This design comes from an exercise in tuning for small area, a short achievable clock period and few clock cycles per item on the open sky130 flow, not from production work. RTL that was checked went through simulation tests only; none was proved equivalent to the original. No activity file was given, so power comes from the tool's default toggle rates.

## fb_draw
module fb_draw (
    input  wire        clk,
    input  wire        rst,         
    input  wire        cmd_valid,
    output wire        cmd_ready,
    input  wire [2:0]  cmd_op,      
    input  wire [15:0] cmd_x,       
    input  wire [15:0] cmd_y,       
    input  wire [15:0] cmd_len,     
    input  wire [15:0] cmd_h,       
    input  wire [7:0]  cmd_c,       
    input  wire        dat_valid,
    output wire        dat_ready,
    input  wire [7:0]  dat_byte,
    output wire        px_valid,
    input  wire        px_ready,
    output wire [7:0]  px_x,
    output wire [6:0]  px_y,
    output wire [7:0]  px_c,
    output wire        ack          
);
For scale: ~1,500 cells after synthesis, about 14,000 µm² of cells after synthesis.
Settings: LEC_CHECK=0, CAP_MARGIN=70, CORE_MARGIN=2, CORE_UTILIZATION=30, GPL_TIMING_DRIVEN=1, PLACE_DENSITY=0.6, SLEW_MARGIN=70; clock period 15.0 ns.
run.sh (not shown) runs the stock make flow with config.mk's settings and CLKGATE_MAP_FILE= SYNTH_SCRIPT=/design/flow/synth_recipe.tcl, a recipe that flattens the netlist after the stock synthesis.
The first run produced a clean layout.
==> next run, changes <==
--- a/flow/design.v
+++ b/flow/design.v
@@ -214,24 +214,22 @@
                     ff <= 18'sd1;
                 end
             end else if (m_circ) begin
                 if (cinit) begin
                     cinit <= 1'b0;
                     ff    <= ff_n;                      
                 end
                 if (px_ready) emask <= erest;
-                if (c_live && (ld || gvis == 4'd0)) begin
-                    if (ld) begin
-                        emask <= gvis;
-                        ex1   <= P1[7:0];
-                        ex2   <= P2[7:0];
-                        ey1   <= Q1[6:0];
-                        ey2   <= Q2[6:0];
-                    end
+                if (c_live && ld) begin
+                    emask <= gvis;
+                    ex1   <= P1[7:0];
+                    ex2   <= P2[7:0];
+                    ey1   <= Q1[6:0];
+                    ey2   <= Q2[6:0];
                     g <= !g;
                     if (!g) begin                       
                         cx <= cy;
                         cy <= cx;
                     end else begin                      
                         first <= 1'b0;
                         cx    <= dneg ? cy : cym1;
                         cy    <= cx1;
- The new run passed the timing, design-rule and antenna checks
- synthesized cell count fell by 1.2%
- count of clock-buffer cells in the layout rose by 7
- die area rose by 0.31%
- combinational power rose by about 5%
- non-clock buffer count rose by 5
- routed wire length rose by 10%
- clock skew fell by 0.0036 ns
- synthesized area rose by 0.31%
- maximum frequency rose by 0.92%
Testbench counts after the change, summed over its fixed seeds: cycles 122,404, items 2,400.
Only the layout flow was run in the first run of this note; the RTL was not checked for function there.

---

trial 41:
fb_draw, a different RTL version from the one above (not shown whole).
Size in the first run: about 160 flip-flops, about 0.014 mm² of cells after synthesis.
## fb_draw
module fb_draw (
    input  wire        clk,
    input  wire        rst,         
    input  wire        cmd_valid,
    output wire        cmd_ready,
    input  wire [2:0]  cmd_op,      
    input  wire [15:0] cmd_x,       
    input  wire [15:0] cmd_y,       
    input  wire [15:0] cmd_len,     
    input  wire [15:0] cmd_h,       
    input  wire [7:0]  cmd_c,       
    input  wire        dat_valid,
    output wire        dat_ready,
    input  wire [7:0]  dat_byte,
    output wire        px_valid,
    input  wire        px_ready,
    output wire [7:0]  px_x,
    output wire [6:0]  px_y,
    output wire [7:0]  px_c,
    output wire        ack          
);
clock: 15.0 ns
lec_check: 0
cap_margin: 70
core_margin: 2
core_utilization: 30
gpl_timing_driven: 1
place_density: 0.6
slew_margin: 70
Input changes introduced in build 14 (baseline for comparison: trial 41):
diff --git a/flow/design.v b/flow/design.v
--- a/flow/design.v
+++ b/flow/design.v
@@ -71,14 +71,15 @@
     reg m_scan;        
     reg m_circ;        
     reg isblit;        
     reg g;             
     reg first;         
     reg cinit;         
     reg dneg;          
+    reg r0;            
     reg [3:0] emask;   
     reg [7:0] ex1, ex2;    
     reg [6:0] ey1, ey2;    
     reg signed [15:0] ox, oy;      
     reg [15:0] cx, cy;             
     reg signed [17:0] dd;          
     reg signed [17:0] ff;          
@@ -120,19 +121,19 @@
     wire [3:0] erest = emask & (emask - 4'd1);   
     wire [1:0] sidx  = emask[0] ? 2'd0 : emask[1] ? 2'd1 : emask[2] ? 2'd2 : 2'd3;
     wire [7:0] selx  = (sidx == 2'd1 || sidx == 2'd2) ? ex2 : ex1;
     wire [6:0] sely  = sidx[1] ? ey2 : ey1;
     assign px_x = selx;
     assign px_y = sely;
     wire       ld    = (emask == 4'd0) | (px_ready & (erest == 4'd0));
-    wire        c_live = m_circ & (cinit | ff[17] | (ff[16:3] == 14'd0 && !(ff[2] && ff[1])));   
+    wire        c_live = m_circ & (g | ((cx >= cy) & !(r0 & !first)));    
     wire [15:0] cx1    = finc(cx);
     wire [15:0] cy1    = finc(cy);
     wire [15:0] cym1   = fdec(cy);
-    wire [17:0] dop    = dneg ? {1'b0, cx1, 1'b1} : ff;    
+    wire [17:0] dop    = dneg ? {1'b0, cy, 1'b1} : ff;
     wire [17:0] dd_n   = fadd(dd, dop, 1'b0);
     wire [17:0] ff_n   = ff + {15'd0, cinit | !dneg, cinit | dneg, 1'b0};
     wire [17:0] base = dd;
     wire [17:0] lsum = dd_n;                                       
     wire [7:0]  lim  = g ? 8'd128 : 8'd160;
     wire        oth  = g ? (ox[15:8] == 8'd0 && lx(ox[7:0])) : (oy[15:7] == 9'd0);
     wire        b_lo = base[17];
@@ -183,14 +184,15 @@
                            (cmd_op == OP_BLIT) ? {2'b00, cmd_h} :
                            (cmd_op == OP_PIXEL) ? 18'd1 : {2'b00, cmd_len};
                 pc      <= (cmd_op == OP_CLEAR) ? 8'd0 : cmd_c;
                 g       <= (cmd_op == OP_VLINE);
                 first   <= 1'b1;
                 cinit   <= 1'b1;
                 dneg    <= (cmd_op == OP_CIRCLE) && (cmd_len[15:1] != 15'd0);    
+                r0      <= (cmd_len == 16'd0);
                 emask   <= 4'd0;
                 isblit  <= (cmd_op == OP_BLIT);
                 m_setup <= (cmd_op == OP_PIXEL) || (cmd_op == OP_HLINE) || (cmd_op == OP_VLINE);
                 m_circ  <= (cmd_op == OP_CIRCLE);
                 m_scan  <= (cmd_op == OP_CLEAR) ||
                            ((cmd_op == OP_BLIT) && (cmd_len != 16'd0) && (cmd_h != 16'd0));
                 dr      <= (cmd_op == OP_BLIT) && (cmd_len != 16'd0) && (cmd_h != 16'd0);
@@ -213,33 +215,33 @@
                 end
             end else if (m_circ) begin
                 if (cinit) begin
                     cinit <= 1'b0;
                     ff    <= ff_n;                      
                 end
                 if (px_ready) emask <= erest;
-                if (c_live && (ld || gvis == 4'd0)) begin
-                    if (ld) begin
-                        emask <= gvis;
-                        ex1   <= P1[7:0];
-                        ex2   <= P2[7:0];
-                        ey1   <= Q1[6:0];
-                        ey2   <= Q2[6:0];
-                    end
+                if (c_live && ld) begin
+                    emask <= gvis;
+                    ex1   <= P1[7:0];
+                    ex2   <= P2[7:0];
+                    ey1   <= Q1[6:0];
+                    ey2   <= Q2[6:0];
                     g <= !g;
                     if (!g) begin                       
                         cx <= cy;
                         cy <= cx;
+                        if (!first) begin               
+                            dd   <= dd_n;
+                            dneg <= dd_n[17] & ~(&dd_n[16:1]);    
+                            ff   <= ff_n;
+                        end
                     end else begin                      
                         first <= 1'b0;
                         cx    <= dneg ? cy : cym1;
                         cy    <= cx1;
-                        dd    <= dd_n;
-                        dneg  <= dd_n[17] & ~(&dd_n[16:1]);    
-                        ff    <= ff_n;
                     end
                 end
             end else if (m_scan) begin
                 if (ld && have) begin
                     emask <= {3'b000, vis[0]};
                     ex1   <= P1;
                     ey1   <= Q1;
[summary]
Changes observed in build 14 relative to trial 41: layout overhead on the synthesized area -0.72 points; combinational cell fraction of total power -3.6 points; stage delay of the slowest cell on the critical path +0.02 ns; clock network fraction of design power +1.3 points; initial antenna violation count +1. Trial 41 was routed with more vias than build 14.
No functional check of the RTL was part of any run of this note.

==> static timing again, ports no longer ideal <==
How much do the figures lean on ideal ports? The routed layouts below were timed once more, with nothing changed but the port constraints.
Step 1: set_driving_cell puts a clkbuf_16 on clk and a buf_2 on each other input, an assumption about the parent block.
Step 2 moves the port delays by t, midway between the first and last clock arrival at a register: inputs arrive t later, outputs are due t later. That takes back most of the time a late clock gives input paths.
a / b / c = ideal / step 1 / step 2; a / b = the first two.
run	t (ns)	setup WS [ns]	worst hold slack (ns)	worst slew at a driven data input, ns
the first run of note 1	0.512	9.302 / 9.305 / 8.793	0.503 / 0.503 / 0.503	0.05
the second run of note 1	0.534	9.354 / 9.365 / 8.831	0.518 / 0.518 / 0.518	0.05
trial 41	0.498	9.053 / 9.053 / 8.664	0.517 / 0.517 / 0.517	0.05
build 14	0.513	9.203 / 9.220 / 8.707	0.487 / 0.487 / 0.487	0.06
After both steps setup and hold are still met in every run listed. The setup slack of the second run of note 1, which loses most, moves by +0.011 ns with the drivers and by -0.523 ns with both steps.
